Context: an optimization exercise on an open-source flow, tuned for small area, a short achievable clock period and few clock cycles. The choices shown serve that exercise and are no tape-out recipe.
RTL that was checked went through simulation tests only; none was proved equivalent to the original.
The RTL of runs 1 to 4 was laid out without a check of its function.
Power and IR drop assume default switching activity.

## flow/design.v

```verilog
module fcsu (
    input  wire        clk,
    input  wire        rst,
    input  wire        h_valid,
    output wire        h_ready,
    input  wire        h_write,
    input  wire        h_word,
    input  wire [17:0] h_addr,
    input  wire [31:0] h_wdata,
    output wire        h_done,
    output wire [31:0] h_rdata,
    output reg         in_en,
    output reg         in_we,
    output reg  [3:0]  in_wmask,
    output reg  [11:0] in_addr,
    output reg  [31:0] in_wdata,
    input  wire [31:0] in_rdata,
    output reg         out_en,
    output reg         out_we,
    output reg  [3:0]  out_wmask,
    output reg  [11:0] out_addr,
    output reg  [31:0] out_wdata,
    input  wire [31:0] out_rdata
);
    localparam [3:0] ST_OK        = 4'h0;
    localparam [3:0] ST_EMPTY     = 4'h1;
    localparam [3:0] ST_LEN_MIS   = 4'h2;
    localparam [3:0] ST_UNK_ITEM  = 4'h3;
    localparam [3:0] ST_TRUNC     = 4'h4;
    localparam [3:0] ST_BAD_WIDTH = 4'h5;
    localparam [3:0] ST_TOO_LONG  = 4'h6;
    localparam [3:0] ST_INV_ARG   = 4'h7;
    localparam [3:0] ST_SMP_END   = 4'h8;
    localparam [3:0] ST_NOT_ARMED = 4'h9;
    localparam [3:0] ST_ILLEGAL   = 4'hA;
    localparam [3:0] S_IDLE = 4'd0;    
    localparam [3:0] S_RDB  = 4'd1;    
    localparam [3:0] S_ENC  = 4'd2;    
    localparam [3:0] S_DEC1 = 4'd3;    
    localparam [3:0] S_DEC2 = 4'd4;    
    localparam [3:0] S_NXW  = 4'd5;    
    localparam [3:0] S_NX2  = 4'd6;    
    localparam [3:0] S_ENC0 = 4'd7;    
    localparam [3:0] S_DIV  = 4'd8;    
    reg [3:0]  state;
    reg        mflag;      
    reg        rdv;        
    reg [1:0]  lane;       
    reg [31:0] type_r, item_r, tlen_r, hdr_r, width_r, soff_r, slen_r;
    reg [13:0] in_len;
    reg [13:0] out_len;
    reg [3:0]  status;
    reg [15:0] r_hdr;
    reg        r_esc;
    reg [15:0] r_c;        
    reg        m_t;
    reg        m_dec;
    reg        su_armed;
    reg [5:0]  su_width;
    reg [13:0] su_off;
    reg [13:0] su_count;
    reg [13:0] su_pos;
    reg [31:0] su_sample;
    reg [13:0] su_p;       
    reg        su_rv;      
    function known_item;
        input [15:0] c;
        begin
            known_item = (c == 16'h0000) || (c == 16'h0018) || (c == 16'h0020) ||
                         (c == 16'h0044) || (c == 16'h008A) || (c == 16'h00B8);
        end
    endfunction
    function [1:0] kind_of;
        input [2:0] t;
        begin
            if (!t[2])          kind_of = 2'd0;
            else if (t == 3'd4) kind_of = 2'd1;
            else if (t == 3'd5) kind_of = 2'd2;
            else                kind_of = 2'd3;
        end
    endfunction
    wire        idle    = (state == S_IDLE);
    wire        acc     = h_valid && idle;
    wire        a_reg   = (h_addr[17:8] == 10'd0);
    wire        a_in    = (h_addr[17:14] == 4'b0100) && (h_addr[13:0] < 14'd8196);
    wire        a_out   = (h_addr[17:14] == 4'b1000) && (h_addr[13:0] < 14'd8194);
    wire [5:0]  a_off   = h_addr[7:2];
    wire        legal   = (h_wdata[31:3] == 29'd0);
    wire [2:0]  opcode  = h_wdata[2:0];
    wire        wr_reg  = acc && h_write && a_reg;
    wire        cmd_go  = wr_reg && (a_off == 6'h00);
    wire        cmd_ok  = cmd_go && legal;
    wire        op_pack = cmd_ok && (opcode == 3'd1);
    wire        op_unp  = cmd_ok && (opcode == 3'd2);
    wire        op_ctrl = cmd_ok && (opcode == 3'd3);
    wire        op_data = cmd_ok && (opcode == 3'd4);
    wire        op_dec  = cmd_ok && (opcode == 3'd5);
    wire        op_strt = cmd_ok && (opcode == 3'd6);
    wire        op_next = cmd_ok && (opcode == 3'd7);
    wire        op_res  = cmd_ok && (opcode != 3'd0) && (opcode <= 3'd4);
    wire        in_wr   = acc && h_write && a_in;
    wire        len_wr  = wr_reg && (a_off == 6'h09);
    wire [31:0] wd = h_wdata & {32{~rst}};
    wire        pack_inv  = (type_r[31:3] != 29'd0) || tlen_r[31];
    wire        pack_esc  = type_r[2] && (tlen_r == 32'd8194);
    wire        pack_long = (tlen_r[31:13] != 19'd0);
    wire        pack_ok   = !pack_inv && (pack_esc || !pack_long);
    wire        up_ok   = (hdr_r[31:16] == 16'd0);
    wire        up_esc  = hdr_r[15] && (hdr_r[12:0] == 13'd0);
    wire        ctrl_inv  = (type_r[31:2] != 30'd0) || !known_item(item_r[15:0]) ||
                            (item_r[31:16] != 16'd0);
    wire        ctrl_long = (in_len > 14'd8187);
    wire        ctrl_ok   = !ctrl_inv && !ctrl_long;
    wire        data_inv  = (type_r[31:3] != 29'd0) || !type_r[2] ||
                            (!type_r[1] && in_len < 14'd2);
    wire        data_esc  = (in_len == 14'd8192);
    wire        data_long = !data_esc && (in_len > 14'd8189);
    wire        data_ok   = !data_inv && !data_long;
    wire        enc_dat   = idle ? (opcode != 3'd3) : mflag;
    wire [13:0] enc_total = in_len + {11'd0, !enc_dat, enc_dat, 1'b0};
    wire        enc_esc   = (opcode != 3'd3) && data_esc;
    wire [15:0] enc_word  = {type_r[2:0], enc_esc ? 13'd0 : enc_total[12:0]};
    wire        enc_ok    = (opcode == 3'd3) ? ctrl_ok : data_ok;
    wire        width_ok  = (width_r[31:6] == 26'd0) && (width_r[5:0] != 6'd0) &&
                            (width_r[5:0] <= 6'd32);
    wire [14:0] win_end   = {1'b0, soff_r[13:0]} + {1'b0, slen_r[13:0]};
    wire        win_bad   = (soff_r[31:14] != 18'd0) || (slen_r[31:14] != 18'd0) ||
                            (win_end > {1'b0, in_len});
    wire        start_ok  = width_ok && !win_bad;
    wire        start_div = (start_b == 2'd3);
    wire [5:0]  width_p7  = width_r[5:0] + 6'd7;
    wire [1:0]  start_b   = width_p7[4:3];           
    reg  [13:0] start_count;
    always @(*) begin
        case (start_b)
            2'd1:    start_count = slen_r[13:0];
            2'd2:    start_count = {1'b0, slen_r[13:1]};
            2'd3:    start_count = slen_r[13:0];    
            default: start_count = {2'b0, slen_r[13:2]};
        endcase
    end
    wire [5:0]  su_wp7  = su_width + 6'd7;
    wire [2:0]  su_bps  = su_wp7[5:3];
    wire [1:0]  su_o    = su_p[1:0];
    wire [3:0]  su_oe   = {2'b0, su_o} + {1'b0, su_bps};
    wire        su_span = su_oe[2] && (su_oe[1:0] != 2'd0);    
    wire        su_more = su_armed && (su_pos != su_count);
    wire        nx_slow = su_more && (!su_rv || su_span);
    wire [13:0] su_pn   = su_p + {11'd0, su_bps};
    wire [2:0]  rd_type   = m_t ? r_hdr[15:13] : 3'd0;
    wire [1:0]  rd_kind   = kind_of(rd_type);
    wire [15:0] rd_item   = (rd_type[2] && rd_type[1:0] != 2'd0) ? 16'd0 : r_c;
    wire [15:0] rd_seq    = (rd_type == 3'd5) ? r_c : 16'd0;
    wire [13:0] rd_declen = !m_t ? 14'd0 : r_esc ? 14'd8194 : {1'b0, r_hdr[12:0]};
    wire        rd_off4   = !(r_hdr[15] && r_hdr[14]);
    wire [2:0]  rd_boff   = !m_dec ? 3'd0 : rd_off4 ? 3'd4 : 3'd2;
    wire [13:0] rd_blen   = m_dec ? rd_declen - {11'd0, rd_boff} : 14'd0;
    reg [31:0] reg_rdata;
    always @(*) begin
        case (a_off)
            6'h01: reg_rdata = {28'd0, status};
            6'h02: reg_rdata = type_r;
            6'h03: reg_rdata = item_r;
            6'h04: reg_rdata = tlen_r;
            6'h05: reg_rdata = hdr_r;
            6'h06: reg_rdata = width_r;
            6'h07: reg_rdata = soff_r;
            6'h08: reg_rdata = slen_r;
            6'h09: reg_rdata = {18'd0, in_len};
            6'h0A: reg_rdata = {18'd0, out_len};
            6'h0B: reg_rdata = {30'd0, rd_kind};
            6'h0C: reg_rdata = {29'd0, rd_type};
            6'h0D: reg_rdata = {16'd0, rd_item};
            6'h0E: reg_rdata = {16'd0, rd_seq};
            6'h0F: reg_rdata = {29'd0, rd_boff};
            6'h10: reg_rdata = {18'd0, rd_blen};
            6'h11: reg_rdata = {16'd0, r_hdr};
            6'h12: reg_rdata = {18'd0, rd_declen};
            6'h13: reg_rdata = {31'd0, r_esc};
            6'h14: reg_rdata = {10'd0, su_width, 5'd0, su_bps, 7'd0, su_armed};
            6'h15: reg_rdata = {18'd0, su_off};
            6'h16: reg_rdata = {18'd0, su_count};
            6'h17: reg_rdata = {18'd0, su_pos};
            6'h18: reg_rdata = su_sample;
            6'h19: reg_rdata = 32'h4643_5301;
            6'h1A: reg_rdata = 32'd8196;
            default: reg_rdata = 32'd0;
        endcase
    end
    wire        rdb      = (state == S_RDB);
    wire [1:0]  rsel     = rdb ? lane : su_o;
    wire [63:0] rot2     = {in_rdata, in_rdata} >> {rsel, 3'b000};
    wire [31:0] rot      = rot2[31:0];
    wire [7:0]  out_byte = out_rdata[8*lane +: 8];
    wire        enc      = (state == S_ENC);
    wire [11:0] k        = out_len[11:0];
    wire [13:0] k_inc    = out_len + 14'd1;
    wire        enc_last = ({k, mflag, 1'b0} >= in_len);
    wire        div      = (state == S_DIV);
    wire [2:0]  div_t    = {lane, su_count[13]};
    wire        div_q    = (div_t >= 3'd3);
    wire        div_last = (su_pos[3:0] == 4'd13);
    reg  slow_op;
    always @(*) begin
        case (opcode)
            3'd3:    slow_op = ctrl_ok;
            3'd4:    slow_op = data_ok;
            3'd5:    slow_op = 1'b1;
            3'd6:    slow_op = start_div;
            3'd7:    slow_op = nx_slow;
            default: slow_op = 1'b0;
        endcase
    end
    wire wr_slow   = h_write && (h_addr[17:16] == 2'd0) && (a_off == 6'h00) && slow_op;
    wire rd_slow   = !h_write && !a_reg;
    wire nx_look   = acc && h_write && (a_off == 6'h00) && (opcode == 3'd7);
    wire host_in   = acc && a_in;
    wire host_sel  = idle && h_addr[16];     
    wire fast_done = acc && !wr_slow && !rd_slow;
    wire to_rdb    = acc && (rd_slow || (wr_slow && !(cmd_ok && slow_op)));
    wire nx_step1  = (op_next && su_more && su_rv) || (state == S_NXW && su_rv);
    wire nx_step2  = (state == S_NX2);
    wire nx_fin    = (nx_step1 && !su_span) || nx_step2;
    wire su_fetch  = su_armed && !su_rv && ((idle && !h_addr[16]) || state == S_NXW);
    wire su_fetch2 = nx_look && su_more && su_rv && su_span;    
    wire su_fetch2r = (nx_step1 && su_span);
    reg done_c;
    always @(*) begin
        case (state)
            S_IDLE:  done_c = fast_done;
            S_RDB:   done_c = 1'b1;
            S_ENC:   done_c = enc_last;
            S_DEC2:  done_c = 1'b1;
            S_NXW:   done_c = su_rv && !su_span;
            S_NX2:   done_c = 1'b1;
            S_DIV:   done_c = div_last;
            default: done_c = 1'b0;
        endcase
    end
    assign h_ready = idle;
    assign h_done  = done_c;
    assign h_rdata = rdb ? {24'd0, rdv ? (mflag ? out_byte : rot[7:0]) : 8'd0} :
                     reg_rdata;
    reg [11:0] eng_addr;
    always @(*) begin
        if (enc || state == S_ENC0)
            eng_addr = (enc && mflag) ? k_inc[11:0] : k;
        else if (state == S_DEC1)
            eng_addr = 12'd0;
        else if (su_rv)
            eng_addr = su_pn[13:2];      
        else
            eng_addr = su_p[13:2];
    end
    always @(*) begin
        in_en    = host_in || enc || state == S_ENC0 || state == S_DEC1 ||
                   su_fetch2 || su_fetch;
        in_we    = host_sel && h_write;
        in_wmask = h_word ? 4'hF : (4'b0001 << h_addr[1:0]);
        in_wdata = h_word ? h_wdata : {4{h_wdata[7:0]}};
        in_addr  = host_sel ? h_addr[13:2] : eng_addr;
    end
    always @(*) begin
        out_en    = 1'b0;
        out_we    = enc;
        out_wmask = 4'hF;
        out_addr  = enc ? k : h_addr[13:2];
        out_wdata[15:0]  = (mflag || k == 12'd0) ? r_c : in_rdata[15:0];
        out_wdata[31:16] = mflag ? in_rdata[15:0] : (k == 12'd0) ? item_r[15:0] : in_rdata[31:16];
        if (enc)
            out_en = 1'b1;
        else if (acc && !h_write && a_out)
            out_en = 1'b1;
    end
    wire [15:0] dec_w    = in_rdata[15:0];
    wire [15:0] dec_c    = in_rdata[31:16];
    wire [2:0]  dec_t    = dec_w[15:13];
    wire        dec_esc  = dec_t[2] && (dec_w[12:0] == 13'd0);
    wire [13:0] dec_decl = dec_esc ? 14'd8194 : {1'b0, dec_w[12:0]};
    wire        dec_sub  = !(dec_t[2] && dec_t[1]);           
    wire        dec2     = (state == S_DEC2);
    wire        dec_empty = (in_len < 14'd2);
    wire        dec_lmis = (in_len != dec_decl);
    wire        dec_trnc = dec_sub && (in_len < 14'd4);
    wire        dec_unk  = dec_sub && (dec_t != 3'd5) && !known_item(dec_c);
    wire        dec_ok   = !dec_empty && !dec_lmis && !dec_trnc && !dec_unk;
    always @(posedge clk) begin
        if (rst) begin
            state <= S_IDLE;
        end else begin
            case (state)
                S_IDLE: begin
                    if (to_rdb)                     state <= S_RDB;
                    if (op_ctrl && ctrl_ok)         state <= S_ENC;
                    if (op_data && data_ok)         state <= S_ENC0;
                    if (op_dec)                     state <= S_DEC1;
                    if (op_next && su_more)
                        state <= !su_rv ? S_NXW : su_span ? S_NX2 : S_IDLE;
                    if (op_strt && start_div)       state <= S_DIV;
                end
                S_ENC0:  state <= S_ENC;
                S_ENC:   if (enc_last) state <= S_IDLE;
                S_DEC1:  state <= S_DEC2;
                S_NXW:   if (su_rv) state <= su_span ? S_NX2 : S_IDLE;
                S_DIV:   if (div_last) state <= S_IDLE;
                default: state <= S_IDLE;
            endcase
        end
    end
    always @(posedge clk) begin
        if (acc)
            mflag <= op_data || (!h_write && a_out);
        if (acc)
            rdv <= !h_write && (a_in || a_out);
        if (acc || div)
            lane <= acc ? (h_addr[1:0] & {2{!h_write}}) : div_q ? div_t[1:0] - 2'd3 : div_t[1:0];
    end
    always @(posedge clk) begin
        if (rst || (wr_reg && a_off == 6'h02)) type_r  <= wd;
        if (rst || (wr_reg && a_off == 6'h03)) item_r  <= wd;
        if (rst || (wr_reg && a_off == 6'h04)) tlen_r  <= wd;
        if (rst || (wr_reg && a_off == 6'h05)) hdr_r   <= wd;
        if (rst || (wr_reg && a_off == 6'h06)) width_r <= wd;
        if (rst || (wr_reg && a_off == 6'h07)) soff_r  <= wd;
        if (rst || (wr_reg && a_off == 6'h08)) slen_r  <= wd;
        if (rst || (len_wr && h_wdata <= 32'd8196)) in_len <= wd[13:0];
    end
    always @(posedge clk) begin
        if (rst || op_ctrl || op_data || enc)
            out_len <= (rst || !enc) ? 14'd0 : enc_last ? enc_total : k_inc;
    end
    reg [3:0] st_nx;
    reg       st_ld;
    always @(*) begin
        st_ld = 1'b1;
        st_nx = ST_OK;
        if (cmd_go && !legal)
            st_nx = ST_ILLEGAL;
        else if (cmd_go) begin
            case (opcode)
                3'd1: st_nx = pack_inv ? ST_INV_ARG : pack_ok ? ST_OK : ST_TOO_LONG;
                3'd2: st_nx = up_ok ? ST_OK : ST_INV_ARG;
                3'd3: st_nx = ctrl_inv ? ST_INV_ARG : ctrl_long ? ST_TOO_LONG : ST_OK;
                3'd4: st_nx = data_inv ? ST_INV_ARG : data_long ? ST_TOO_LONG : ST_OK;
                3'd5: st_ld = 1'b0;
                3'd6: st_nx = !width_ok ? ST_BAD_WIDTH : win_bad ? ST_INV_ARG : ST_OK;
                3'd7: begin
                    st_nx = !su_armed ? ST_NOT_ARMED : ST_SMP_END;
                    st_ld = !su_more;
                end
                default: st_nx = ST_OK;
            endcase
        end else if (dec2)
            st_nx = dec_empty ? ST_EMPTY : dec_lmis ? ST_LEN_MIS :
                    dec_trnc ? ST_TRUNC : dec_unk ? ST_UNK_ITEM : ST_OK;
        else if (nx_fin)
            st_nx = ST_OK;
        else
            st_ld = 1'b0;
    end
    always @(posedge clk) begin
        if (rst || st_ld) status <= st_nx & {4{~rst}};
    end
    always @(posedge clk) begin
        if (rst || op_res || dec2) begin
            r_hdr <= 16'd0; r_esc <= 1'b0; m_t <= 1'b0; m_dec <= 1'b0;
            if (!rst) begin
                if (op_pack && pack_ok) begin
                    r_hdr <= {type_r[2:0], pack_esc ? 13'd0 : tlen_r[12:0]};
                    r_esc <= pack_esc;
                end
                if (op_unp && up_ok) begin
                    r_hdr <= hdr_r[15:0];
                    r_esc <= up_esc;
                    m_t   <= 1'b1;
                end
                if ((op_ctrl || op_data) && enc_ok) begin
                    r_hdr <= enc_word;
                    r_esc <= enc_esc;
                end
                if (dec2 && dec_ok) begin
                    r_hdr <= dec_w;
                    r_esc <= dec_esc;
                    m_t   <= 1'b1;
                    m_dec <= 1'b1;
                end
            end
        end
    end
    always @(posedge clk) begin
        if (rst || op_res || dec2 || enc) begin
            r_c <= 16'd0;
            if (!rst) begin
                if ((op_ctrl || op_data) && enc_ok)
                    r_c <= enc_word;
                if (dec2 && dec_ok && dec_sub)
                    r_c <= dec_c;
                if (enc && !enc_last)
                    r_c <= in_rdata[31:16];
            end
        end
    end
    wire su_dis = in_wr || len_wr;
    always @(posedge clk) begin
        if (rst || su_dis || op_strt)
            su_armed <= !rst && !su_dis && start_ok;
        if (rst || op_strt) begin
            su_width <= (start_ok && !rst) ? width_r[5:0] : 6'd0;
            su_off   <= (start_ok && !rst) ? soff_r[13:0] : 14'd0;
            su_count <= (start_ok && !rst) ? start_count : 14'd0;
        end else if (div)
            su_count <= {su_count[12:0], div_q};
        if (rst || op_strt || nx_fin || div)
            su_pos <= (rst || op_strt || (div && div_last)) ? 14'd0 : su_pos + 14'd1;
        if (op_strt || nx_fin)
            su_p <= op_strt ? soff_r[13:0] : su_pn;
        if (rst || op_strt || su_fetch || in_en || (nx_fin && su_oe == 4'd4))
            su_rv <= !rst && !op_strt && (su_fetch || su_fetch2r);
    end
    integer i;
    always @(posedge clk) begin
        for (i = 0; i < 4; i = i + 1) begin
            if (rst || op_strt || nx_step1 || (nx_step2 && i + su_o >= 4 && i < su_bps))
                su_sample[8*i +: 8] <= (!rst && !op_strt && i < su_bps &&
                                        (nx_step2 || i + su_o < 4)) ? rot[8*i +: 8] : 8'd0;
        end
    end
endmodule
```

## flow/run.sh

```bash
#!/bin/bash
# synth_recipe.tcl (not shown) runs the flow's synth.tcl, then flattens the netlist and writes it again
# the make line also repeats each setting of config.mk as NAME=value (left out here)
make -C /OpenROAD-flow-scripts/flow DESIGN_CONFIG=/design/flow/config.mk WORK_HOME=/design/flow/orfs CLKGATE_MAP_FILE= SYNTH_SCRIPT=/design/flow/synth_recipe.tcl finish
```

## flow/config.mk

```make
export PLATFORM = sky130hd
export DESIGN_NAME = fcsu
export DESIGN_NICKNAME = fcsu
export VERILOG_FILES = /design/flow/design.v
export SDC_FILE = /design/flow/constraint.sdc
export NUM_CORES = 4
export LEC_CHECK = 0
export ABC_CLOCK_PERIOD_IN_PS = 1000
export CAP_MARGIN = 20
export CORE_MARGIN = 2
export CORE_UTILIZATION = 40
export SETUP_SLACK_MARGIN = 5.0
export SLEW_MARGIN = 20
```

## flow/constraint.sdc

```tcl
create_clock -name core_clock -period 10.0 [get_ports {clk}]
set_input_delay 2.0000 -clock core_clock [delete_from_list [all_inputs] [get_ports {clk}]]
set_output_delay 2.0000 -clock core_clock [all_outputs]
set_load 0.01 [all_outputs]
```

==> results of run 1 <==
[routing by layer]
metal | GRT usage [%] | vias up
met4 | 28.1 | 2
met3 | 12.4 | 544
met5 | 0 | -
met2 | 62.7 | 2059
li1 | - | 10100
met1 | 52.3 | 12100
[cell usage in the layout (no fill, tap or decap), drive strengths merged, types with 8 or more instances in the layout]
master / n
clkdlybuf4s15: 23
a22o: 28
nor3: 48
a222oi: 32
or3: 12
a41oi: 11
a31oi: 16
o22ai: 14
clkinv: 18
nand3: 75
a221oi: 41
a21o: 13
buf: 394
and3: 29
o21ai: 118
a211oi: 33
a22oi: 111
mux2: 30
xor2: 25
edfxtp: 391
o211ai: 10
ha: 53
clkbuf: 61
and2: 35
nand2b: 18
nand4: 37
clkdlybuf4s50: 98
inv: 47
mux4: 24
nor2: 181
nor4: 64
a2111oi: 9
a21oi: 130
nor2b: 70
or4: 9
dlygate4sd2: 42
nand2: 284
mux2i: 36
xnor2: 85
clkinvlp: 8
[through the flow]
stage	cell area, sq um	total power, W
floorplan	25000	0.00246
global placement	27900	0.00287
detailed placement	27900	0.00288
CTS	32700	0.00474
global route	33700	0.00492
finish	33800	0.00482
[power by group]
part	switching, W	internal [W]	total, W
Combinational	0.000525	0.000358	0.000883
Clock	0.000766	0.00103	0.00180
Sequential	0.000190	0.00195	0.00214
Total	0.00148	0.00334	0.00482
[layout make-up]
class	instances	area [sq um]	area share (%)
Multi-Input combinational cell	1764	13500	40.0
Sequential cell	395	11800	35.0
Timing Repair Buffer	568	5650	16.7
Clock buffer	54	1200	3.56
Tap cell	782	978	2.90
Clock inverter	32	397	1.18
Inverter	47	193	0.571
Antenna cell	7	17.5	0.0519
[worst max-delay path, stage by stage]
cell and delay, ns:
buf_8 0.10, buf_12 0.14, buf_12 0.13, nor2b_4 0.16
nand2_4 0.10, buf_6 0.11, o21bai_1 0.07, buf_6 0.17
buf_6 0.11, a222oi_1 0.47, nand4_1 0.18, a21oi_2 0.29
nor2_1 0.08, buf_2 0.15
[state kept, by name, indices dropped and copies added (netlist names), 16 cells and up]
| name | count |
|---|---|
| hdr_r | 32 |
| r_c | 16 |
| soff_r | 32 |
| su_sample | 32 |
| item_r | 32 |
| type_r | 32 |
| r_hdr | 16 |
| slen_r | 32 |
| width_r | 32 |
| tlen_r | 32 |
[cell families (layout without fill, tap and decap cells)]
group,count (synthesis),count (layout),share of synthesized area [%]
compound gates,615,616,17.4
buf+inv,221,701,3.75
mux,90,90,5.11
fa+ha+maj,57,57,3.07
xor+xnor,110,110,3.98
other cells,1,11,0.0155
simple gates,880,887,17.9
flops,395,395,48.8
[what timing repair did]
| action | CTS | global route |
|---|---|---|
| pin swaps | 147 | 104 |
| buffers inserted | 206 | 56 |
| gates resized for setup | 790 | 137 |
| gates cloned | 15 | 1 |
| setup endpoints to repair | 365 | 219 |
[worst max-delay path by stage]
stage               from           to  slack (ns)  cells past startpoint
2_1_floorplan  h_addr[4]   h_rdata[2]        4.34                     11
3_3_place_gp   h_addr[2]   h_rdata[6]        1.89                      9
3_5_place_dp   h_addr[2]   h_rdata[6]        2.03                      9
4_1_cts        h_addr[3]   h_rdata[7]        3.78                     13
5_1_grt        h_addr[3]   h_rdata[7]        3.71                     13
6_report       h_addr[3]  h_rdata[11]        3.73                     14
==> run_results.csv, run 1 <==
group,metric,value,unit
timing,maxSlewHeadroom,17.4,%
final_layout,finalNonFillerCells,3649,
critical_path,path_max_fanout,7,
clock_tree,clk_latency,0.62,ns
timing,period_share,62.7,%
die,ioPinCount,253,
global_routing,grt_use_total,41.8,%
placed_design,place_inst,3277,
synthesis,syn_avg_cell_area,10.2,sq um
synthesis,synthArstFlopShare,0,%
synthesis,yosys.area.top_type_share,48.5,%
final_layout,fillers,5191,
synthesis,synth-seq-cells,395,
die,row_count,90,
synthesis,synth_cell_types,87,
global_routing,grt.overflow.total,0,
min_path,worstHoldStart,"type_r[0]$_DFFE_PP_",
timing,worst_slew_pin_slew,1.23,ns
timing,hold_viol_final,0,
placed_design,place_hpwl,94200,um
critical_path,r2r-start,"slen_r[1]$_DFFE_PP_",
critical_path,start_kind,"input pin",
route,route.detailed.drc,0,
clock_tree,cts_buffers,46,
synthesis,netlist_instances,2369,
critical_path,ff2ff_path_depth,21,
critical_path,r2r_slack,5.15,ns
synthesis,synth_flop_cell,"edfxtp_1",
outcome,status,"complete, no violations",
job,cap_violations,0,
route,dr.max_layer_used,"met5",
die,die_area,62600,sq um
synthesis,seq_area_frac_synth,48.8,%
route,antenna_left,0,
timing,fin_skew,0.0240,ns
power,peakVddDrop,142,uV
global_routing,grt_max_degree,54,
timing,fmax,160,MHz
final_layout,final_nets,2998,
critical_path,r2r_end,"su_count[3]$_DFFE_PP_",
route,dr_total_vias,24800,
route,met3WireLength,16900,um
synthesis,synth.cell_area,24200,sq um
synthesis,synth_common_cells,"edfxtp_1, nand2_1, nor2_1",
critical_path,path_class,"in -> out",
timing,setup_slack,3.73,ns
clock_tree,cts_max_level,2,
synthesis,synth_edf_count,391,
route,wl,135000,um
placed_design,routabilityCongestion,1.04,
route,drtPass1Iterations,7,
die,core_area,60100,sq um
synthesis,ys_top_cells_by_area,"edfxtp_1, nand2_1, a22oi_1, xnor2_1, ha_1",
clock_tree,clock-sinks,395,
route,vias_per_cell,6.80,
timing,period_minus_slack,6.27,ns
die,die_w,250,um
timing,finalSetupViolCount,0,
synthesis,synth_most_common_cell,"edfxtp_1",
timing,final.setup.tns,0,ns
placed_design,portBuffers,248,
die,die_h,250,um
route,wl_per_cell,37.0,um
clock_tree,cts_hold_buf,0,
min_path,whs_path_depth,1,
timing,drv_slew,0,
final_layout,layout-drive-gt1-share,30.0,%
global_routing,grt_pass1_vias,23100,
global_routing,antenna_found_initial,6,
route,first_iter_violations,3918,
route,met2_length,57700,um
clock_tree,root_buffer,"clkbuf_16",
final_layout,fin_util,56.1,%
global_routing,grt_pass1_wl,183000,um
synthesis,synth_area_leader_cell,"edfxtp_1",
min_path,hold_path_class,"reg -> reg",
clock_tree,clk_pin_slew,0.06,ns
min_path,holdPathEnd,"r_c[13]$_SDFFCE_PP0P_",
final_layout,area_delta_synth_final,39.3,%
power,power_density,143,nW/um^2
critical_path,worst_ep_arrival_time,4.27,ns
die,start_util,40.3,%
clock_tree,cts_tree,"yes",
route,wl_met1,48400,um
power,p_leak,12.3,nW
timing,rsz0062_at_grt,"true",
critical_path,crit_required,8.00,ns
placed_design,dp_slack,2.03,ns
clock_tree,cts_buffer_depth,3,
synthesis,yosysWarnings,1,
critical_path,cp-end-kind,"output pin",
timing,hold_ws,0.692,ns
==> inputs of run 2 (changes only) <==
==> flow/config.mk (replaced) <==
export PLATFORM = sky130hd
export DESIGN_NAME = fcsu
export DESIGN_NICKNAME = fcsu
export VERILOG_FILES = /design/flow/design.v
export SDC_FILE = /design/flow/constraint.sdc
export NUM_CORES = 4
export LEC_CHECK = 0
export ABC_CLOCK_PERIOD_IN_PS = 2000
export CAP_MARGIN = 20
export CORE_MARGIN = 2
export CORE_UTILIZATION = 40
export SETUP_SLACK_MARGIN = 4.0
export SLEW_MARGIN = 20
==> run_results.csv, run 2 <==
group,metric,value,unit
outcome,status,"complete, no violations",
die,ioPinCount,253,
placed_design,routabilityCongestion,1.07,
clock_tree,clock-sinks,395,
route,route.detailed.drc,0,
placed_design,portBuffers,248,
clock_tree,cts_buffer_depth,3,
timing,drv_slew,0,
synthesis,synth_flop_cell,"edfxtp_1",
clock_tree,clk_latency,0.61,ns
power,p_sw_share,30.5,%
clock_tree,cts_tree,"yes",
timing,rsz0062_at_grt,"true",
die,die_w,250,um
min_path,whs_path_depth,2,
clock_tree,cts_buffers,45,
critical_path,crit_required,8.00,ns
synthesis,synthArstFlopShare,0,%
synthesis,synth.cell_area,24200,sq um
timing,worst_slew_pin_slew,1.28,ns
power,pwr-share-clk,36.1,%
critical_path,path_class,"in -> out",
final_layout,final_nets,2862,
synthesis,synth_edf_count,391,
synthesis,synth_most_common_cell,"edfxtp_1",
global_routing,antenna_found_initial,3,
power,p_sw,0.00140,W
global_routing,grt.overflow.total,0,
synthesis,synth_cell_types,87,
critical_path,start_kind,"input pin",
route,wl_per_cell,36.5,um
critical_path,worst_path_largest_cell_delay,0.41,ns
timing,finalSetupViolCount,0,
synthesis,synth_xor_area_share,3.98,%
critical_path,ff2ff_path_depth,20,
route,vias_per_cell,6.81,
power,p_comb_share,17.6,%
power,p_leak,11.2,nW
timing,fin_skew,0.0297,ns
synthesis,synth-simple-area-share,17.9,%
die,die_h,250,um
route,wl,128000,um
final_layout,final_cell_mix,"edfxtp_1, nand2_1, clkdlybuf4s50_1",
final_layout,layout_commonest_cell,"edfxtp_1",
power,total_power,0.00460,W
route,first_iter_violations,4092,
synthesis,synth_mux_area_share,5.11,%
min_path,holdPathEnd,"r_hdr[13]$_SDFFCE_PP0P_",
synthesis,synth_common_cells,"edfxtp_1, nand2_1, nor2_1",
route,drtPass1Iterations,8,
clock_tree,root_buffer,"clkbuf_16",
synthesis,synth_area_leader_cell,"edfxtp_1",
clock_tree,clk_pin_slew,0.06,ns
critical_path,cp_slowest_cell,"a2111oi_4",
die,die_area,62600,sq um
power,peakVddDrop,132,uV
final_layout,area_delta_synth_final,29.1,%
synthesis,netlist_instances,2369,
global_routing,grt_pass1_vias,22600,
route,antenna_left,0,
placed_design,place_inst,3286,
synthesis,synth_compound_gate_area_share,17.4,%
critical_path,r2r_end,"su_count[4]$_DFFE_PP_",
timing,period_share,62.3,%
clock_tree,cts_max_level,2,
synthesis,yosysWarnings,1,
synthesis,synth-adder-area-share,3.07,%
global_routing,grt_max_degree,54,
timing,final.setup.tns,0,ns
placed_design,place_hpwl,93500,um
synthesis,syn_avg_cell_area,10.2,sq um
timing,setup_slack,3.77,ns
route,dr_total_vias,23900,
placed_design,dp_slack,1.91,ns
critical_path,worst_ep_arrival_time,4.23,ns
die,row_count,90,
min_path,hold_path_class,"reg -> reg",
power,cell_internal_pwr,0.00320,W
timing,fmax,161,MHz
critical_path,r2r-start,"soff_r[1]$_DFFE_PP_",
final_layout,fillers,5461,
synthesis,seq_area_frac_synth,48.8,%
synthesis,synth_top_family_by_area,"simple AND/OR/NAND/NOR gates",
power,power_density,147,nW/um^2
timing,maxSlewHeadroom,14.6,%
critical_path,path_max_fanout,6,
die,core_area,60100,sq um
job,cap_violations,0,
global_routing,grt_pass1_wl,175000,um
synthesis,synth-seq-cells,395,
final_layout,layout-drive-gt1-share,18.5,%
power,power_frac_seq,46.3,%
critical_path,worstPathCellList,"buf_12, nor2b_4, and2_4, nand3_4, o22ai_4, a221o_1, a221oi_2, nand4_1, a2111oi_4, o22ai_1, buf_2",
timing,hold_ws,0.681,ns
global_routing,grt_use_total,39.9,%
synthesis,ys_top_cells_by_area,"edfxtp_1, nand2_1, a22oi_1, xnor2_1, ha_1",
synthesis,yosys.area.top_type_share,48.5,%
timing,hold_viol_final,0,
critical_path,r2r_slack,4.19,ns
critical_path,cp-end-kind,"output pin",
die,start_util,40.3,%
timing,period_minus_slack,6.23,ns
min_path,worstHoldStart,"hdr_r[13]$_DFFE_PP_",
final_layout,finalNonFillerCells,3506,
## run 2: through the flow
stage	cell area, sq um	util (%)
finish	31300	52.0
global route	31300	52.0
CTS	30800	51.3
detailed placement	27500	45.8
global placement	27500	45.7
floorplan	24200	-
## run 2: routing by layer
metal  global-route usage [%]  share of wire, %
met1                     51.3                37
met2                     58.2                42
met3                     11.3                13
met4                     27.3               8.4
met5                        0             0.010
## run 2: logic make-up (layout without fill, tap and decap cells)
group / Yosys count / after routing
AND/OR/NAND/NOR: 880 / 884
adder cells (fa/ha/maj): 57 / 57
XOR/XNOR: 110 / 110
multiplexers: 90 / 90
buffers and inverters: 221 / 566
flip-flops: 395 / 395
AO/OA/AOI/OAI: 615 / 615
other: 1 / 7
## run 2: worst max-delay path by stage
stage / start / endpoint
floorplan: h_addr[3] / h_rdata[31]
global placement: h_addr[4] / h_rdata[1]
detailed placement: h_addr[3] / h_rdata[1]
CTS: h_addr[2] / h_rdata[7]
global route: h_addr[6] / h_rdata[1]
finish: h_addr[6] / h_rdata[1]
## run 2: final cells by class
class	count	area (sq um)	share of cell area, %
diodes	3	7.51	0.0240
clock buffers	56	1190	3.80
clock inverters	26	245	0.784
inverters	47	189	0.604
multi-input cells	1760	12500	40.0
flip-flops and latches	395	11800	37.8
well taps	782	978	3.13
repair buffers	437	4330	13.9
## run 2: what timing repair did
item                                    4_1_cts  5_1_grt
setup buffers                                98       25
gates resized for setup                     355       63
pin swaps                                    75       58
hold buffers                                  0        0
endpoints found under the setup margin       65       75
cloned                                        9        1
## run 2: power groups by stage
stage                     clock network (W)  logic, W  registers, W
after floorplan                           0  0.000409       0.00203
after global placement                    0  0.000703       0.00215
after detailed placement                  0  0.000715       0.00215
after CTS                           0.00167  0.000773       0.00212
after global routing                0.00173  0.000846       0.00213
final                               0.00166  0.000808       0.00213
## run 2: worst max-delay path: cells and delay by family
kind	cells	cell delay, ns
and+or+nand+nor	4	0.80
buffers and inverters	2	0.28
AOI/OAI and AO/OA	5	1.15
==> inputs of run 3 (changes only) <==
--- a/flow/design.v
+++ b/flow/design.v
@@ -45,6 +45,8 @@
     reg [3:0]  state;
     reg        mflag;      
     reg        rdv;        
+    reg        rrg;        
+    reg [5:0]  ra;         
     reg [1:0]  lane;       
     reg [31:0] type_r, item_r, tlen_r, hdr_r, width_r, soff_r, slen_r;
     reg [13:0] in_len;
@@ -84,6 +86,11 @@
     wire        a_reg   = (h_addr[17:8] == 10'd0);
     wire        a_in    = (h_addr[17:14] == 4'b0100) && (h_addr[13:0] < 14'd8196);
     wire        a_out   = (h_addr[17:14] == 4'b1000) && (h_addr[13:0] < 14'd8194);
+    wire        a_inw   = (h_addr[17:14] == 4'b0100);
+    wire        a_outw  = (h_addr[17:14] == 4'b1000);
+    wire        a_fast  = (a_off == 6'h01) || (a_off == 6'h0A) ||
+                          (a_off >= 6'h0B && a_off <= 6'h13) ||
+                          (a_off == 6'h16) || (a_off == 6'h18);
     wire [5:0]  a_off   = h_addr[7:2];
     wire        legal   = (h_wdata[31:3] == 29'd0);
     wire [2:0]  opcode  = h_wdata[2:0];
@@ -157,8 +164,7 @@
     wire [13:0] rd_blen   = m_dec ? rd_declen - {11'd0, rd_boff} : 14'd0;
     reg [31:0] reg_rdata;
     always @(*) begin
-        case (a_off)
-            6'h01: reg_rdata = {28'd0, status};
+        case (ra)
             6'h02: reg_rdata = type_r;
             6'h03: reg_rdata = item_r;
             6'h04: reg_rdata = tlen_r;
@@ -167,26 +173,33 @@
             6'h07: reg_rdata = soff_r;
             6'h08: reg_rdata = slen_r;
             6'h09: reg_rdata = {18'd0, in_len};
-            6'h0A: reg_rdata = {18'd0, out_len};
-            6'h0B: reg_rdata = {30'd0, rd_kind};
-            6'h0C: reg_rdata = {29'd0, rd_type};
-            6'h0D: reg_rdata = {16'd0, rd_item};
-            6'h0E: reg_rdata = {16'd0, rd_seq};
-            6'h0F: reg_rdata = {29'd0, rd_boff};
-            6'h10: reg_rdata = {18'd0, rd_blen};
-            6'h11: reg_rdata = {16'd0, r_hdr};
-            6'h12: reg_rdata = {18'd0, rd_declen};
-            6'h13: reg_rdata = {31'd0, r_esc};
             6'h14: reg_rdata = {10'd0, su_width, 5'd0, su_bps, 7'd0, su_armed};
             6'h15: reg_rdata = {18'd0, su_off};
-            6'h16: reg_rdata = {18'd0, su_count};
             6'h17: reg_rdata = {18'd0, su_pos};
-            6'h18: reg_rdata = su_sample;
             6'h19: reg_rdata = 32'h4643_5301;
             6'h1A: reg_rdata = 32'd8196;
             default: reg_rdata = 32'd0;
         endcase
     end
+    reg [31:0] fast_rdata;
+    always @(*) begin
+        case (a_off)
+            6'h01: fast_rdata = {28'd0, status};
+            6'h0A: fast_rdata = {18'd0, out_len};
+            6'h0B: fast_rdata = {30'd0, rd_kind};
+            6'h0C: fast_rdata = {29'd0, rd_type};
+            6'h0D: fast_rdata = {16'd0, rd_item};
+            6'h0E: fast_rdata = {16'd0, rd_seq};
+            6'h0F: fast_rdata = {29'd0, rd_boff};
+            6'h10: fast_rdata = {18'd0, rd_blen};
+            6'h11: fast_rdata = {16'd0, r_hdr};
+            6'h12: fast_rdata = {18'd0, rd_declen};
+            6'h13: fast_rdata = {31'd0, r_esc};
+            6'h16: fast_rdata = {18'd0, su_count};
+            6'h18: fast_rdata = su_sample;
+            default: fast_rdata = 32'd0;
+        endcase
+    end
     wire        rdb      = (state == S_RDB);
     wire [1:0]  rsel     = rdb ? lane : su_o;
     wire [63:0] rot2     = {in_rdata, in_rdata} >> {rsel, 3'b000};
@@ -212,9 +225,9 @@
         endcase
     end
     wire wr_slow   = h_write && (h_addr[17:16] == 2'd0) && (a_off == 6'h00) && slow_op;
-    wire rd_slow   = !h_write && !a_reg;
+    wire rd_slow   = !h_write && !(a_reg && a_fast);
     wire nx_look   = acc && h_write && (a_off == 6'h00) && (opcode == 3'd7);
-    wire host_in   = acc && a_in;
+    wire host_in   = acc && a_inw;
     wire host_sel  = idle && h_addr[16];     
     wire fast_done = acc && !wr_slow && !rd_slow;
     wire to_rdb    = acc && (rd_slow || (wr_slow && !(cmd_ok && slow_op)));
@@ -239,8 +252,9 @@
     end
     assign h_ready = idle;
     assign h_done  = done_c;
-    assign h_rdata = rdb ? {24'd0, rdv ? (mflag ? out_byte : rot[7:0]) : 8'd0} :
-                     reg_rdata;
+    assign h_rdata = !rdb ? fast_rdata :
+                     rrg  ? reg_rdata :
+                     {24'd0, rdv ? (mflag ? out_byte : rot[7:0]) : 8'd0};
     reg [11:0] eng_addr;
     always @(*) begin
         if (enc || state == S_ENC0)
@@ -269,7 +283,7 @@
         out_wdata[31:16] = mflag ? in_rdata[15:0] : (k == 12'd0) ? item_r[15:0] : in_rdata[31:16];
         if (enc)
             out_en = 1'b1;
-        else if (acc && !h_write && a_out)
+        else if (acc && !h_write && a_outw)
             out_en = 1'b1;
     end
     wire [15:0] dec_w    = in_rdata[15:0];
@@ -310,8 +324,11 @@
     always @(posedge clk) begin
         if (acc)
             mflag <= op_data || (!h_write && a_out);
-        if (acc)
+        if (acc) begin
             rdv <= !h_write && (a_in || a_out);
+            rrg <= !h_write && a_reg;
+            ra  <= a_off;
+        end
         if (acc || div)
             lane <= acc ? (h_addr[1:0] & {2{!h_write}}) : div_q ? div_t[1:0] - 2'd3 : div_t[1:0];
     end
--- a/flow/config.mk
+++ b/flow/config.mk
@@ -8,6 +8,7 @@
 export ABC_CLOCK_PERIOD_IN_PS = 2000
 export CAP_MARGIN = 20
 export CORE_MARGIN = 2
-export CORE_UTILIZATION = 40
+export CORE_UTILIZATION = 50
+export PLACE_DENSITY = 0.65
 export SETUP_SLACK_MARGIN = 4.0
 export SLEW_MARGIN = 20
==> run_results.csv, run 3 <==
group,metric,value,unit
critical_path,critPathBufInv,1,
timing,period_minus_slack,6.06,ns
global_routing,antenna_found_initial,6,
clock_tree,clk_latency,0.60,ns
die,die_w,228,um
timing,worst_slew_pin_slew,1.21,ns
global_routing,grt_util_met2,65.4,%
critical_path,worst_path_largest_cell_delay,0.56,ns
route,drtPass1Iterations,7,
min_path,hold_path_class,"reg -> reg",
synthesis,synth-seq-cells,402,
placed_design,routabilityCongestion,1.05,
clock_tree,cts_tree,"yes",
synthesis,synth-adder-area-share,2.96,%
die,die_h,228,um
job,cap_violations,0,
global_routing,grt_pass1_vias,22200,
global_routing,grt.overflow.total,0,
timing,hold_ws,0.610,ns
timing,rsz0062_at_grt,"true",
synthesis,ys_top_cells_by_area,"edfxtp_1, nand2_1, nor2_1, ha_1, a21oi_1",
clock_tree,clk_pin_slew,0.06,ns
synthesis,netlist_instances,2479,
critical_path,cp_slowest_cell,"clkdlybuf4s50_1",
synthesis,synth_edf_count,398,
power,peakVddDrop,147,uV
timing,fin_skew,0.0216,ns
synthesis,synthArstFlopShare,0,%
die,start_util,50.3,%
power,power_density,150,nW/um^2
critical_path,path_max_fanout,4,
die,die_area,52000,sq um
synthesis,synth-simple-area-share,18.4,%
timing,finalSetupViolCount,0,
critical_path,crit_family,"compound AO/OA/AOI/OAI gates",
critical_path,path_common_cell,"nor2_2",
synthesis,synth_xor_area_share,3.83,%
route,dr_total_vias,23900,
critical_path,worstPathCellList,"nor3_4, nand2b_1, xnor2_2, ha_1, a21o_1, a21oi_4, nor2_2, nand3_1, nor2_2, xor2_2, a221oi_1, a21oi_1, clkdlybuf4s50_1",
global_routing,gr-usage-met1,56.6,%
placed_design,portBuffers,248,
timing,fmax,165,MHz
route,route.detailed.drc,0,
clock_tree,cts_buffer_depth,3,
route,wl_per_cell,34.0,um
route,first_iter_violations,4178,
outcome,status,"complete, no violations",
power,p_leak,11.1,nW
synthesis,synth_top_family_by_area,"simple AND/OR/NAND/NOR gates",
clock_tree,clock-sinks,402,
synthesis,seq_area_frac_synth,48.0,%
timing,hold_viol_final,0,
die,ioPinCount,253,
synthesis,synth_area_leader_cell,"edfxtp_1",
synthesis,synth_common_cells,"edfxtp_1, nand2_1, nor2_1",
synthesis,synth_cell_types,90,
timing,period_share,60.6,%
final_layout,final_cell_mix,"edfxtp_1, nand2_1, clkdlybuf4s50_1",
route,antenna_left,0,
global_routing,grt_use_total,43.3,%
synthesis,yosysWarnings,1,
synthesis,synth_flop_cell,"edfxtp_1",
timing,maxSlewHeadroom,18.6,%
clock_tree,root_buffer,"clkbuf_16",
critical_path,crit_required,8.00,ns
placed_design,place_hpwl,86700,um
global_routing,busiest_layer,"met2",
global_routing,met3_usage,12.2,%
final_layout,area_delta_synth_final,22.0,%
synthesis,yosys.area.top_type_share,47.7,%
final_layout,layout_commonest_cell,"edfxtp_1",
final_layout,layout-drive-gt1-share,13.1,%
critical_path,worst_ep_arrival_time,4.06,ns
global_routing,grt_pass1_wl,162000,um
timing,drv_slew,0,
global_routing,grt_max_degree,55,
synthesis,synth_mux_area_share,5.48,%
synthesis,synth.cell_area,25100,sq um
critical_path,cp-end-kind,"output pin",
synthesis,syn_avg_cell_area,10.1,sq um
timing,final.setup.tns,0,ns
synthesis,synth_most_common_cell,"edfxtp_1",
critical_path,start_kind,"register",
die,core_area,49900,sq um
synthesis,synth_compound_gate_area_share,17.4,%
die,row_count,82,
route,vias_per_cell,7.00,
clock_tree,cts_max_level,2,
route,wl,116000,um
clock_tree,cts_buffers,43,
critical_path,path_class,"reg -> out",
final_layout,final_nets,2879,
-- run 3: cell types whose count changed in the layout (fill, tap and decap cells not counted), moves of 20 or more --
| cell | before | now |
|---|---|---|
| a22oi_1 | 106 | 81 |
| buf_4 | 133 | 103 |
| buf_6 | 28 | 6 |
| nand2_1 | 274 | 301 |
| o21ai_0 | 90 | 118 |
| o21ai_1 | 22 | 2 |
| xnor2_1 | 75 | 47 |
| xor2_1 | 25 | 48 |
-- run 3: area by class of cell --
class                   instances  area, sq um
diodes                          4         10.0
clock buffers                  51         1110
clock inverters                28          320
fillers                      4110        19300
inverters                      51          200
multi-input cells            1846        12700
flip-flops and latches        402        12000
well taps                     672          841
repair buffers                359         3380
-- run 3: final timing paths --
path	from	slack [ns]	endpoint	cells past startpoint
worst max-delay path	su_width[1]$_SDFFCE_PN0N_	3.94	in_addr[5]	13
worst min-delay path	width_r[5]$_DFFE_PP_	0.61	su_width[5]$_SDFFCE_PN0N_	1
worst max register to register	slen_r[2]$_DFFE_PP_	4.91	status[2]$_DFFE_PP_	18
worst min register to register	width_r[5]$_DFFE_PP_	0.61	su_width[5]$_SDFFCE_PN0N_	1
-- run 3: cells by family after synthesis --
group / count (synthesis)
XOR/XNOR: 108
adder cells (fa/ha/maj): 57
flip-flops: 402
buffers and inverters: 234
AO/OA/AOI/OAI: 633
other: 1
AND/OR/NAND/NOR: 941
multiplexers: 103
-- run 3: routing by layer --
metal | up-vias | wire, um
li1 | 9934 | -
met3 | 420 | 16300
met1 | 11500 | 41800
met2 | 2000 | 49700
met5 | - | 44
met4 | 6 | 8170
-- run 3: stage by stage --
stage	worst slack [ns]	util (%)	instance area, sq um	power (W)	instances
after global routing	3.84	61.3	30600	0.00467	3409
after floorplan	4.10	-	25100	0.00249	2482
after CTS	3.76	60.7	30300	0.00452	3388
final	3.94	61.4	30600	0.00458	3413
after global placement	2.57	56.5	28200	0.00288	3272
after detailed placement	2.48	56.5	28200	0.00289	3272
-- run 3: report_power, final --
group | internal (W) | switching, W | total (W)
clock | 0.000933 | 0.000721 | 0.00165
combinational | 0.000300 | 0.000472 | 0.000772
sequential | 0.00198 | 0.000169 | 0.00215
total | 0.00321 | 0.00136 | 0.00458
-- run 3: repair_timing --
item / CTS / global route
hold buffers: 0 / 0
pin swaps: 16 / 15
resized for setup: 177 / 49
setup buffers: 37 / 20
cloned: 0 / 1
setup endpoints to repair: 110 / 49
hold endpoints to repair: 0 / 0
==> inputs of run 4 (changes only) <==
==> flow/flow/run.sh (new file) <==
#!/bin/bash
# The standard layout (the standard.sh: standard synthesis, floorplan,
# placement, CTS, routing), with two changes to how cells are chosen:
# - the port buffers are plain buf_2 cells instead of the delay buffer
#   buffer_ports picks by default;
# - timing repair may swap a cell for one of another footprint.
# ORFS's own logs stay under orfs/logs; the make output goes to standard.log.
set -euo pipefail
bash standard.sh MATCH_CELL_FOOTPRINT=0 "BUFFER_PORTS_ARGS=-buffer_cell sky130_fd_sc_hd__buf_2" finish > standard.log 2>&1
==> flow/standard.sh (new file) <==
#!/bin/bash
# synth_recipe.tcl (not shown) runs the flow's synth.tcl, then flattens the netlist and writes it again
# the make line also repeats each setting of config.mk as NAME=value (left out here)
make -C /OpenROAD-flow-scripts/flow DESIGN_CONFIG=/design/flow/config.mk WORK_HOME=/design/flow/orfs CLKGATE_MAP_FILE= SYNTH_SCRIPT=/design/flow/synth_recipe.tcl "${@:-finish}"
removed: flow/run.sh
==> run_results.csv, run 4 <==
group,metric,value,unit
clock_tree,clock-sinks,402,
timing,fin_skew,0.0536,ns
synthesis,netlist_instances,2479,
synthesis,synth_flop_cell,"edfxtp_1",
timing,rsz0062_at_grt,"true",
critical_path,cp-endpoint,"h_done",
clock_tree,clk_pin_slew,0.06,ns
global_routing,grt_pass1_wl,161000,um
timing,setup_slack,4.03,ns
synthesis,synth-seq-cells,402,
die,row_count,82,
placed_design,portBuffers,248,
global_routing,grt.overflow.total,0,
route,antenna_left,0,
die,ioPinCount,253,
timing,final.setup.tns,0,ns
synthesis,synth_common_cells,"edfxtp_1, nand2_1, nor2_1",
critical_path,path_max_fanout,4,
timing,period_minus_slack,5.97,ns
clock_tree,cts_tree,"yes",
timing,period_share,59.7,%
critical_path,crit_required,8.00,ns
global_routing,antenna_found_initial,11,
placed_design,dp_slack,3.51,ns
clock_tree,cts_buffers,44,
clock_tree,cts_buffer_depth,3,
outcome,status,"complete, no violations",
critical_path,cp-end-kind,"output pin",
power,power_density,158,nW/um^2
timing,finalSetupViolCount,0,
final_layout,layout_commonest_cell,"edfxtp_1",
route,vias_per_cell,7.05,
timing,drv_slew,0,
timing,fmax,167,MHz
final_layout,final_cell_mix,"edfxtp_1, nand2_1, buf_2",
critical_path,worstPathCellList,"nor3_2, xnor2_2, ha_1, fa_2, buf_12, xor3_2, o21ai_0, a31oi_1, a31oi_1, o2111ai_1, buf_2",
synthesis,synth_area_leader_cell,"edfxtp_1",
die,core_area,49900,sq um
synthesis,ys_top_cells_by_area,"edfxtp_1, nand2_1, nor2_1, ha_1, a21oi_1",
critical_path,worst_path_largest_cell_delay,0.48,ns
die,die_area,52000,sq um
critical_path,path_common_cell,"a31oi_1",
critical_path,r2r_end,"status[2]$_DFFE_PP_",
route,dr_total_vias,23700,
critical_path,critPathLaunch,"su_width[1]$_SDFFCE_PN0N_",
die,die_h,228,um
clock_tree,clk_latency,0.63,ns
synthesis,yosys.area.top_type_share,47.7,%
final_layout,n_antenna_cell,0,
job,cap_violations,0,
synthesis,yosysWarnings,1,
route,route.detailed.drc,0,
route,first_iter_violations,3902,
placed_design,routabilityCongestion,1.05,
die,start_util,50.3,%
critical_path,critPathBufInv,2,
critical_path,worst-path-stages,11,
final_layout,area_delta_synth_final,14.7,%
global_routing,grt_use_total,43.2,%
synthesis,synthArstFlopShare,0,%
synthesis,synth_most_common_cell,"edfxtp_1",
critical_path,cp_slowest_cell,"xor3_2",
timing,maxSlewHeadroom,12.0,%
critical_path,start_kind,"register",
clock_tree,cts_max_level,2,
clock_tree,root_buffer,"clkbuf_16",
final_layout,layout-drive-gt1-share,18.6,%
synthesis,syn_avg_cell_area,10.1,sq um
final_layout,final_nets,2830,
die,die_w,228,um
power,peakVddDrop,176,uV
min_path,hold_path_class,"reg -> reg",
critical_path,r2r-start,"slen_r[2]$_DFFE_PP_",
synthesis,synth_edf_count,398,
global_routing,grt_max_degree,54,
synthesis,synth.cell_area,25100,sq um
synthesis,seq_area_frac_synth,48.0,%
placed_design,place_hpwl,86700,um
power,p_leak,10.6,nW
timing,worst_slew_pin_slew,1.31,ns
critical_path,worst_ep_arrival_time,3.97,ns
critical_path,path_class,"reg -> out",
critical_path,crit_family,"compound AO/OA/AOI/OAI gates",
route,wl_per_cell,34.3,um
final_layout,fillers,4329,
critical_path,r2r_slack,4.87,ns
route,wl,115000,um
timing,hold_viol_final,0,
synthesis,synth_cell_types,90,
global_routing,grt_pass1_vias,21900,
critical_path,ff2ff_path_depth,18,
route,drtPass1Iterations,8,
run 4: changes by cell type in the layout (fill, tap and decap cells not counted), sizes merged, moves of 9 or more:
cell	before	now
buf	118	308
clkdlybuf4s15	9	0
clkdlybuf4s50	188	0
dlygate4sd2	28	0
dlymetal6s2s	10	0
run 4: logic make-up (layout without fill, tap and decap cells):
| logic type | after synthesis | after routing | synth area share, % |
|---|---|---|---|
| simple gates | 941 | 941 | 18.4 |
| flops | 402 | 402 | 48.0 |
| fa+ha+maj | 57 | 57 | 2.96 |
| xor+xnor | 108 | 108 | 3.83 |
| other cells | 1 | 4 | 0.0150 |
| buf+inv | 234 | 441 | 3.86 |
| mux | 103 | 103 | 5.48 |
| compound gates | 633 | 633 | 17.4 |
run 4: area by class of cell:
class | instances | area (sq um) | share of cell area (%)
multi-input combinational | 1846 | 12400 | 43.3
sequential | 402 | 12000 | 41.8
clock inverter | 29 | 352 | 1.22
tap | 672 | 841 | 2.92
clock buffer | 52 | 1130 | 3.93
inverter | 51 | 198 | 0.687
timing repair buffer | 309 | 1770 | 6.14
run 4: worst reg2reg max path: stages (launching register included):
cell       delay (ns)
edfxtp_1         0.57
ha_1             0.40
nor2b_1          0.14
o21ai_0          0.24
a21boi_0         0.23
o211ai_1         0.37
nand2b_1         0.10
a21o_1           0.22
a2111oi_0        0.36
nand3b_1         0.20
ha_1             0.26
nand3_1          0.11
nor4_1           0.06
a21o_1           0.15
a31o_2           0.22
o2111ai_1        0.15
buf_4            0.33
a21oi_1          0.15
a2111oi_0        0.57
run 4: power breakdown:
part           total, W  switching (W)  leakage [nW]  internal (W)
clock network   0.00169       0.000737         0.703      0.000952
registers       0.00215       0.000172          3.93       0.00198
logic          0.000704       0.000462          5.94      0.000242
total           0.00455        0.00137          10.6       0.00318
run 4: worst min-delay path by stage:
stage	from	cells after the start	endpoint
floorplan	type_r[0]$_DFFE_PP_	1	r_c[13]$_SDFFCE_PP0P_
global placement	width_r[5]$_DFFE_PP_	1	su_width[5]$_SDFFCE_PN0N_
detailed placement	width_r[5]$_DFFE_PP_	1	su_width[5]$_SDFFCE_PN0N_
CTS	width_r[5]$_DFFE_PP_	1	su_width[5]$_SDFFCE_PN0N_
global route	type_r[0]$_DFFE_PP_	1	r_c[13]$_SDFFCE_PP0P_
finish	hdr_r[14]$_DFFE_PP_	2	r_hdr[14]$_SDFFCE_PP0P_
run 4: routing by layer:
layer	wire length [um]	share of wire, %	GRT usage, %	vias up
met5	112	0.097	0	-
met4	7040	6.1	22.0	16
met3	15200	13	12.1	385
met2	49800	43	64.1	1855
met1	43200	37	58.2	11600
li1	-	-	-	9827
run 4: timing repair:
| item | 4_1_cts | 5_1_grt |
|---|---|---|
| resized for setup | 21 | 34 |
| buffers inserted | 4 | 9 |
| endpoints found under the setup margin | 44 | 63 |
| hold buffers | 0 | 0 |
| pin swaps | 0 | 8 |
run 4: through the flow:
stage	instances	total power [W]	instance area [sq um]	util [%]	hold slack [ns]
after floorplan	2482	0.00249	25100	-	0.562
after global placement	3266	0.00283	26900	53.9	0.648
after detailed placement	3266	0.00284	26900	53.9	0.646
after CTS	3351	0.00449	28500	57.1	0.664
final	3361	0.00455	28800	57.7	0.678
after global routing	3361	0.00465	28800	57.7	0.688
==> inputs of run 5 (changes only) <==
--- a/flow/design.v
+++ b/flow/design.v
@@ -45,6 +45,7 @@
     reg [3:0]  state;
     reg        mflag;      
     reg        rdv;        
+    reg        el;         
     reg        rrg;        
     reg [5:0]  ra;         
     reg [1:0]  lane;       
@@ -208,7 +209,8 @@
     wire        enc      = (state == S_ENC);
     wire [11:0] k        = out_len[11:0];
     wire [13:0] k_inc    = out_len + 14'd1;
-    wire        enc_last = ({k, mflag, 1'b0} >= in_len);
+    wire        enc_last = el;
+    wire        el_next  = ({k_inc[11:0], mflag, 1'b0} >= in_len);
     wire        div      = (state == S_DIV);
     wire [2:0]  div_t    = {lane, su_count[13]};
     wire        div_q    = (div_t >= 3'd3);
@@ -255,16 +257,15 @@
     assign h_rdata = !rdb ? fast_rdata :
                      rrg  ? reg_rdata :
                      {24'd0, rdv ? (mflag ? out_byte : rot[7:0]) : 8'd0};
-    reg [11:0] eng_addr;
+    wire        eng_k    = enc || state == S_ENC0;
+    wire [11:0] eng_base = eng_k ? k : su_p[13:2];
+    wire        eng_inc  = enc ? mflag : (!eng_k && su_rv);
+    reg  [11:0] eng_addr;
+    integer b;
     always @(*) begin
-        if (enc || state == S_ENC0)
-            eng_addr = (enc && mflag) ? k_inc[11:0] : k;
-        else if (state == S_DEC1)
-            eng_addr = 12'd0;
-        else if (su_rv)
-            eng_addr = su_pn[13:2];      
-        else
-            eng_addr = su_p[13:2];
+        for (b = 0; b < 12; b = b + 1)
+            eng_addr[b] = (state != S_DEC1) &&
+                          (eng_base[b] ^ (eng_inc && ((eng_base & ((12'd1 << b) - 12'd1)) == ((12'd1 << b) - 12'd1))));
     end
     always @(*) begin
         in_en    = host_in || enc || state == S_ENC0 || state == S_DEC1 ||
@@ -322,6 +323,10 @@
         end
     end
     always @(posedge clk) begin
+        if (op_ctrl || op_data)
+            el <= (opcode == 3'd3) ? (in_len == 14'd0) : (in_len <= 14'd2);
+        else if (enc)
+            el <= el_next;
         if (acc)
             mflag <= op_data || (!h_write && a_out);
         if (acc) begin
--- a/flow/config.mk
+++ b/flow/config.mk
@@ -10,5 +10,5 @@
 export CORE_MARGIN = 2
 export CORE_UTILIZATION = 50
 export PLACE_DENSITY = 0.65
-export SETUP_SLACK_MARGIN = 4.0
+export SETUP_SLACK_MARGIN = 5.0
 export SLEW_MARGIN = 20
==> run_results.csv, run 5 <==
group,metric,value,unit
outcome,status,"complete, no violations",
critical_path,path_max_fanout,8,
min_path,hold_path_class,"reg -> reg",
critical_path,critPathBufInv,5,
placed_design,place_inst,3305,
global_routing,antenna_found_initial,5,
critical_path,worstPathCellList,"buf_12, nor4b_4, buf_4, nand2_4, o22ai_4, buf_6, buf_4, nand2_2, nand2_2, a211oi_2, o22ai_2, buf_2",
route,drtPass1Iterations,9,
timing,period_minus_slack,5.66,ns
timing,hold_ws,0.690,ns
die,die_area,52500,sq um
route,first_iter_violations,3307,
final_layout,fillers,4285,
synthesis,synth_most_common_cell,"edfxtp_1",
die,die_h,229,um
timing,worst_slew_pin_slew,1.19,ns
global_routing,grt_pass1_vias,22300,
critical_path,crit_family,"buffers and inverters",
power,pwr-share-clk,36.4,%
synthesis,synth_cell_types,95,
clock_tree,clk_latency,0.60,ns
synthesis,netlist_instances,2514,
die,start_util,50.6,%
synthesis,synth_common_cells,"edfxtp_1, nand2_1, nor2_1",
timing,fmax,177,MHz
clock_tree,cts_buffers,43,
power,power_density,149,nW/um^2
final_layout,layout-drive-gt1-share,25.5,%
timing,rsz0062_at_grt,"true",
synthesis,seq_area_frac_synth,47.6,%
clock_tree,root_buffer,"clkbuf_16",
synthesis,synth_area_leader_cell,"edfxtp_1",
power,p_comb_share,16.6,%
timing,finalSetupViolCount,0,
synthesis,synth-seq-cells,403,
critical_path,worst_ep_arrival_time,3.66,ns
placed_design,portBuffers,248,
power,p_leak,11.4,nW
die,ioPinCount,253,
route,dr_total_vias,24200,
timing,drv_slew,0,
clock_tree,cts_max_level,2,
synthesis,ys_top_cells_by_area,"edfxtp_1, nand2_1, mux2i_1, nor2_1, o21ai_0",
power,cell_internal_pwr,0.00321,W
timing,maxSlewHeadroom,19.9,%
route,wl_per_cell,33.3,um
route,vias_per_cell,6.93,
critical_path,crit_required,8.00,ns
global_routing,grt_pass1_wl,161000,um
clock_tree,cts_tree,"yes",
power,p_sw_share,29.5,%
critical_path,cp_slowest_cell,"nor4b_4",
synthesis,syn_avg_cell_area,10.1,sq um
route,antenna_left,0,
die,core_area,50100,sq um
synthesis,synthArstFlopShare,0,%
final_layout,finalNonFillerCells,3486,
critical_path,path_class,"in -> out",
die,die_w,229,um
synthesis,yosysWarnings,1,
final_layout,final_nets,2957,
final_layout,layout_commonest_cell,"edfxtp_1",
die,row_count,82,
power,power_frac_seq,47.1,%
power,peakVddDrop,161,uV
clock_tree,clk_pin_slew,0.06,ns
route,route.detailed.drc,0,
global_routing,grt_use_total,42.7,%
timing,period_share,56.6,%
synthesis,synth_edf_count,399,
timing,final.setup.tns,0,ns
timing,hold_viol_final,0,
timing,fin_skew,0.0278,ns
synthesis,synth_flop_cell,"edfxtp_1",
clock_tree,cts_buffer_depth,3,
clock_tree,clock-sinks,403,
synthesis,synth.cell_area,25300,sq um
critical_path,start_kind,"input pin",
global_routing,grt_max_degree,72,
final_layout,area_delta_synth_final,20.5,%
placed_design,routabilityCongestion,1.04,
route,wl,116000,um
critical_path,worst_path_largest_cell_delay,0.26,ns
final_layout,final_cell_mix,"edfxtp_1, nand2_1, buf_2",
global_routing,grt.overflow.total,0,
critical_path,cp-end-kind,"output pin",
job,cap_violations,0,
synthesis,yosys.area.top_type_share,47.3,%
placed_design,place_hpwl,84900,um
power,p_sw,0.00134,W
-- run 5: cell types whose count changed after synthesis, moves of 15 or more --
cell / before / now
xor2_1: 55 / 32
mux2i_1: 53 / 117
a211oi_1: 29 / 45
mux4_2: 25 / 10
xnor2_1: 52 / 72
a22o_1: 29 / 10
a22oi_1: 81 / 27
o21ai_0: 120 / 150
-- run 5: layer usage --
layer	share of wire, %	wire length, um	up-vias	GRT usage, %
li1	-	-	10100	-
met2	43	50000	1857	63.9
met1	37	43300	11800	56.5
met4	6.5	7570	6	23.1
met5	0.024	28	-	2.11
met3	13	15300	387	11.3
-- run 5: worst paths after layout --
check | cells past startpoint | slack, ns | from | end
hold / removal | 2 | 0.69 | hdr_r[14]$_DFFE_PP_ | r_hdr[14]$_SDFFCE_PP0P_
setup reg to reg | 19 | 5.33 | slen_r[0]$_DFFE_PP_ | su_width[0]$_SDFFCE_PN0N_
setup / recovery | 12 | 4.34 | h_addr[5] | h_rdata[8]
hold reg to reg | 2 | 0.69 | hdr_r[14]$_DFFE_PP_ | r_hdr[14]$_SDFFCE_PP0P_
-- run 5: power by group through the flow --
stage / Clock (W) / Combinational, W / Sequential (W)
3_5_place_dp: 0 / 0.000669 / 0.00217
4_1_cts: 0.00166 / 0.000714 / 0.00213
3_3_place_gp: 0 / 0.000655 / 0.00217
6_report: 0.00166 / 0.000755 / 0.00214
2_1_floorplan: 0 / 0.000442 / 0.00207
5_1_grt: 0.00172 / 0.000797 / 0.00214
-- run 5: cell type report --
| cell class | count | area, sq um | area share [%] |
|---|---|---|---|
| antenna | 2 | 5.00 | 0.0164 |
| clock buffer | 46 | 1090 | 3.56 |
| clock inverter | 31 | 334 | 1.09 |
| inverter | 48 | 193 | 0.631 |
| multi-input combinational | 1896 | 13300 | 43.7 |
| sequential | 403 | 12100 | 39.6 |
| tap | 672 | 841 | 2.76 |
| timing repair buffer | 388 | 2640 | 8.65 |
-- run 5: what timing repair did --
item	CTS	global route
endpoints found under the setup margin	143	136
hold buffers	0	0
buffers inserted	57	33
gates cloned	10	2
gates resized for setup	162	50
pin swaps	51	25
-- run 5: through the flow --
| stage | total power [W] | utilization (%) | setup WS, ns | cell area [sq um] |
|---|---|---|---|---|
| after floorplan | 0.00251 | - | 4.70 | 25800 |
| after global placement | 0.00282 | 54.7 | 3.35 | 27400 |
| after detailed placement | 0.00284 | 54.7 | 3.30 | 27400 |
| after CTS | 0.00451 | 59.8 | 4.38 | 29900 |
| after global routing | 0.00467 | 60.9 | 4.31 | 30500 |
| final | 0.00456 | 60.9 | 4.34 | 30500 |
-- run 5: kinds of logic after synthesis --
family	after synthesis	synth area share, %
xor gates and xnor gates	104	3.60
other	1	0.0148
and+or+nand+nor	942	18.2
muxes	165	7.20
adders and majority gates	58	2.98
AOI/OAI and AO/OA	615	16.6
buffers and inverters	226	3.82
DFF	403	47.6
-- run 5: worst reg2reg max path: cells and delay by family (launching register included) --
family          cells  cell delay, ns
compound gates      7            1.64
xor+xnor            1            0.13
fa+ha+maj           3            0.94
buf+inv             2            0.35
flops               1            0.53
simple gates        6            0.95
Testbench counts of run 5, summed over its fixed seeds: cycles 126,101.

==> separate check: timing with driven ports <==
No port has a modelled driver above. Below, the same layouts with a new extraction and two added sets of constraints. Step 1: set_driving_cell puts a clkbuf_16 on clk and a buf_2 on each other input, an assumption about the parent block. Step 2, shift: input delay + t, output delay - t, t = (earliest + latest rising clock arrival at the registers) / 2. This alone moves slack from input paths to output paths. a / b / c = no drivers / after step 1 / after step 2; a / b = the first two.
| run | t, ns | setup slack, ns | hold slack, ns | worst setup path at the end |
|---|---|---|---|---|
| run 1 | 0.665 | 3.731 / 3.691 / 3.691 | 0.692 / 0.692 / 0.692 | input to output |
| run 2 | 0.658 | 3.774 / 3.716 / 3.507 | 0.681 / 0.681 / 0.681 | input to register |
| run 3 | 0.655 | 3.941 / 3.880 / 3.621 | 0.610 / 0.610 / 0.610 | input to register |
| run 4 | 0.660 | 4.025 / 3.964 / 3.548 | 0.678 / 0.678 / 0.678 | input to register |
| run 5 | 0.644 | 4.344 / 4.255 / 4.255 | 0.690 / 0.690 / 0.690 | input to output |
After both steps every run listed still meets setup and hold. For run 4, which loses most, drivers alone change the setup slack by -0.061 ns; drivers and shift together by -0.477 ns.
